This design comes from an exercise in tuning for small area, a short achievable clock period and few clock cycles per item on the open sky130 flow, not from production work. At most, simulation tests tie the RTL to the original design; equivalence was not proved. No activity file was given, so power comes from the tool's default toggle rates.

## job 104
// spi_i2c_ctrl
module spi_i2c_ctrl #(
    parameter [23:0] CORE_CLOCK_HZ = 24'd16000000    
) (
    input             clk,
    input             rst,
    input             cmd_valid,
    input      [31:0] cmd,
    output            cmd_ready,
    output reg        rsp_valid,
    output      [7:0] result_code,
    output reg  [7:0] result_value,
    output reg [15:0] ci,
    output            faulted,
    output      [1:0] fault_cause,
    output     [31:0] fault_cmd,
    output            wait_spi,
    output            wait_twi,
    output            wait_settle,
    output reg        cs_drive,
    output reg        cs_level,
    output reg        evt_pindir,
    output reg  [7:0] spcr,
    output      [7:0] spsr,
    output reg  [7:0] spdr_tx,
    output reg  [7:0] spdr_rx,
    output      [7:0] twcr,
    output      [7:0] twsr,
    output reg  [7:0] twbr,
    output      [7:0] twar,
    output reg  [7:0] twdr,
    output reg        spi_pending,
    output reg  [1:0] twi_pending,
    input             spi_step,
    input       [7:0] spi_step_byte,
    input             twi_step,
    input       [4:0] twi_step_status,
    input       [7:0] twi_step_byte,
    input             twi_settle,
    input       [4:0] twi_settle_status
);
Size in the first run: ~1100 cells after synthesis, roughly 170 flip-flops, ~210 I/O pins.
export LEC_CHECK = 0
export CAP_MARGIN = 20
export CORE_MARGIN = 2
export CORE_UTILIZATION = 40
export CTS_BUF_LIST = sky130_fd_sc_hd__clkbuf_8
export SETUP_SLACK_MARGIN = 3.5
export SLEW_MARGIN = 20
create_clock -name core_clock -period 8.0 [get_ports {clk}]
standard.sh (not shown) runs the stock make flow with config.mk's settings and CLKGATE_MAP_FILE= SYNTH_SCRIPT=/design/flow/synth_recipe.tcl, a recipe that flattens the netlist after the stock synthesis.
==> flow/flow/run.sh <==
#!/bin/bash
set -euo pipefail
export BUFFER_PORTS_ARGS="-buffer_cell sky130_fd_sc_hd__buf_1"
bash standard.sh > standard.log 2>&1
## Diff of input files: job 105 against job 104
diff --git a/flow/config.mk b/flow/config.mk
--- a/flow/config.mk
+++ b/flow/config.mk
@@ -10,4 +10,4 @@
 export CORE_UTILIZATION = 40
 export CTS_BUF_LIST = sky130_fd_sc_hd__clkbuf_8
-export SETUP_SLACK_MARGIN = 3.5
+export SETUP_SLACK_MARGIN = 3.0
 export SLEW_MARGIN = 20
### Flow results
Job 105 -> job 104: combinational power flat. The portion of total power attributed to combinational logic on job 105 is in line with that on job 104. Diff job 104 -> job 105 | design area | down slightly. Via count normalized by instance count down 0.024 in job 105 wrt job 104.
No functional check of the RTL was part of any run of this note.


Another version of the RTL of spi_i2c_ctrl (not shown whole).
Size in the first run: about 1000 cells after synthesis, ~170 flip-flops, roughly 210 I/O pins, about 8900 µm² of cells after synthesis.
==> flow/design.v (excerpt) <==
module spi_i2c_ctrl #(
    parameter [23:0] CORE_CLOCK_HZ = 24'd16000000    
) (
    input             clk,
    input             rst,
    input             cmd_valid,
    input      [31:0] cmd,
    output            cmd_ready,
    output reg        rsp_valid,
    output      [7:0] result_code,
    output reg  [7:0] result_value,
    output     [15:0] ci,
    output            faulted,
    output      [1:0] fault_cause,
    output     [31:0] fault_cmd,
    output            wait_spi,
    output            wait_twi,
    output            wait_settle,
    output reg        cs_drive,
    output reg        cs_level,
    output reg        evt_pindir,
    output reg  [7:0] spcr,
    output      [7:0] spsr,
    output reg  [7:0] spdr_tx,
    output reg  [7:0] spdr_rx,
    output      [7:0] twcr,
    output      [7:0] twsr,
    output reg  [7:0] twbr,
    output      [7:0] twar,
    output reg  [7:0] twdr,
    output reg        spi_pending,
    output reg  [1:0] twi_pending,
    input             spi_step,
    input       [7:0] spi_step_byte,
    input             twi_step,
    input       [4:0] twi_step_status,
    input       [7:0] twi_step_byte,
    input             twi_settle,
    input       [4:0] twi_settle_status
);
==> flow/config.mk <==
export PLATFORM = sky130hd
export DESIGN_NAME = spi_i2c_ctrl
export DESIGN_NICKNAME = spi_i2c_ctrl
export VERILOG_FILES = /design/flow/design.v
export SDC_FILE = /design/flow/constraint.sdc
export NUM_CORES = 4
export LEC_CHECK = 0
export CAP_MARGIN = 20
export CORE_MARGIN = 2
export CORE_UTILIZATION = 40
export CTS_BUF_LIST = sky130_fd_sc_hd__clkbuf_8
export SETUP_SLACK_MARGIN = 3.8
export SLEW_MARGIN = 20
==> flow/constraint.sdc <==
create_clock -name core_clock -period 8.0 [get_ports {clk}]
set_input_delay 1.6000 -clock core_clock [delete_from_list [all_inputs] [get_ports {clk}]]
set_output_delay 1.6000 -clock core_clock [all_outputs]
set_load 0.01 [all_outputs]
Scripts as last shown in full above: flow/flow/run.sh
Testbench counts at the start, summed over its fixed seeds: cycles 8,192, commands 3,200.
==> next run, changes <==
--- a/flow/config.mk
+++ b/flow/config.mk
@@ -10,4 +10,4 @@
 export CORE_UTILIZATION = 40
 export CTS_BUF_LIST = sky130_fd_sc_hd__clkbuf_8
-export SETUP_SLACK_MARGIN = 3.8
+export SETUP_SLACK_MARGIN = 4.4
 export SLEW_MARGIN = 20
Result:
- cell count went up by 2.6%
- flip-flop and latch count does not change
- power went up by 1.3%
- worst hold slack gets better by 0.0048 ns
- synthesized cell count stays the same
- area after synthesis is unchanged
- cell area went up by 6.9%
==> next run, changes <==
--- a/flow/config.mk
+++ b/flow/config.mk
@@ -10,4 +10,6 @@
 export CORE_UTILIZATION = 40
 export CTS_BUF_LIST = sky130_fd_sc_hd__clkbuf_8
-export SETUP_SLACK_MARGIN = 4.4
+export CTS_CLUSTER_DIAMETER = 80
+export CTS_CLUSTER_SIZE = 25
+export SETUP_SLACK_MARGIN = 4.2
 export SLEW_MARGIN = 20
After rerunning:
- The new run went through all stages and came out clean
- global-route usage fell by 0.11 points
- sequential share of layout area rose by 1.4 points
- core utilization fell by 2.2 points
- via count fell by 2.6%
- design area fell by 4.4%
- die area stays the same
- setup slack loses 0.058 ns
- synthesized area stays the same
- clock skew stays flat


== run 1 ==
Another version of the RTL of spi_i2c_ctrl (not shown whole).
Size: about 990 cells after synthesis, ~160 flip-flops, about 210 I/O pins, about 0.0088 mm^2 of cells after synthesis.
Settings: LEC_CHECK=0, CAP_MARGIN=20, CORE_MARGIN=2, CORE_UTILIZATION=40, CTS_BUF_LIST=sky130_fd_sc_hd__clkbuf_8, SETUP_SLACK_MARGIN=4.2, SLEW_MARGIN=20; clock period 8.0 ns.
Scripts as last shown in full above: flow/flow/run.sh
Run 1 went all the way through synthesis, placement and routing and the layout is clean on timing, DRC and antenna.
Setup changes, run 1 to run 2
- SETUP_SLACK_MARGIN now 4.4, was 4.2
## What came out
In the reports for run 1 and run 2, the smaller total routed wirelength belongs to run 1. Cmp run 2 vs run 1: layout-stage area growth over the synthesis result higher in run 2. Run 2 vs run 1, total global routing track utilization went up by 0.42 points.
Function was not checked in any run of this note: the RTL went through the layout flow alone.

-- afterwards: timing with drivers on the ports --
Ports are ideal in the flow. The routed layouts listed here were re-timed in OpenROAD.
Step 1 sets driving cells, clkbuf_16 on the clock port and buf_2 on the other inputs (assumed; they add their load-dependent delay and slew).
Step 2 also shifts input and output timing later by t, the mid clock arrival at the registers, as if the neighbouring blocks saw the same clock.
Slacks: ideal ports / drivers / drivers and shift; pairs: ideal ports / drivers.
run | shift t [ns] | setup slack, ns | worst hold slack (ns) | worst data-port slew with drivers (ns)
job 104 | 0.504 | 3.622 / 3.645 / 3.141 | 0.442 / 0.442 / 0.442 | 0.07
job 105 | 0.505 | 3.254 / 3.271 / 2.766 | 0.441 / 0.441 / 0.441 | 0.06
the first run of note 2 | 0.507 | 3.943 / 3.952 / 3.445 | 0.449 / 0.449 / 0.449 | 0.06
the second run of note 2 | 0.496 | 4.289 / 4.281 / 3.785 | 0.454 / 0.454 / 0.454 | 0.06
the third run of note 2 | 0.498 | 4.231 / 4.248 / 3.750 | 0.455 / 0.455 / 0.455 | 0.06
run 1 | 0.510 | 4.206 / 4.217 / 3.708 | 0.464 / 0.464 / 0.464 | 0.06
run 2 | 0.504 | 4.252 / 4.248 / 3.743 | 0.438 / 0.438 / 0.438 | 0.08
After both steps setup and hold are still met in every run listed. The setup slack of run 2, which loses most, moves by -0.004 ns with the drivers and by -0.509 ns with both steps.
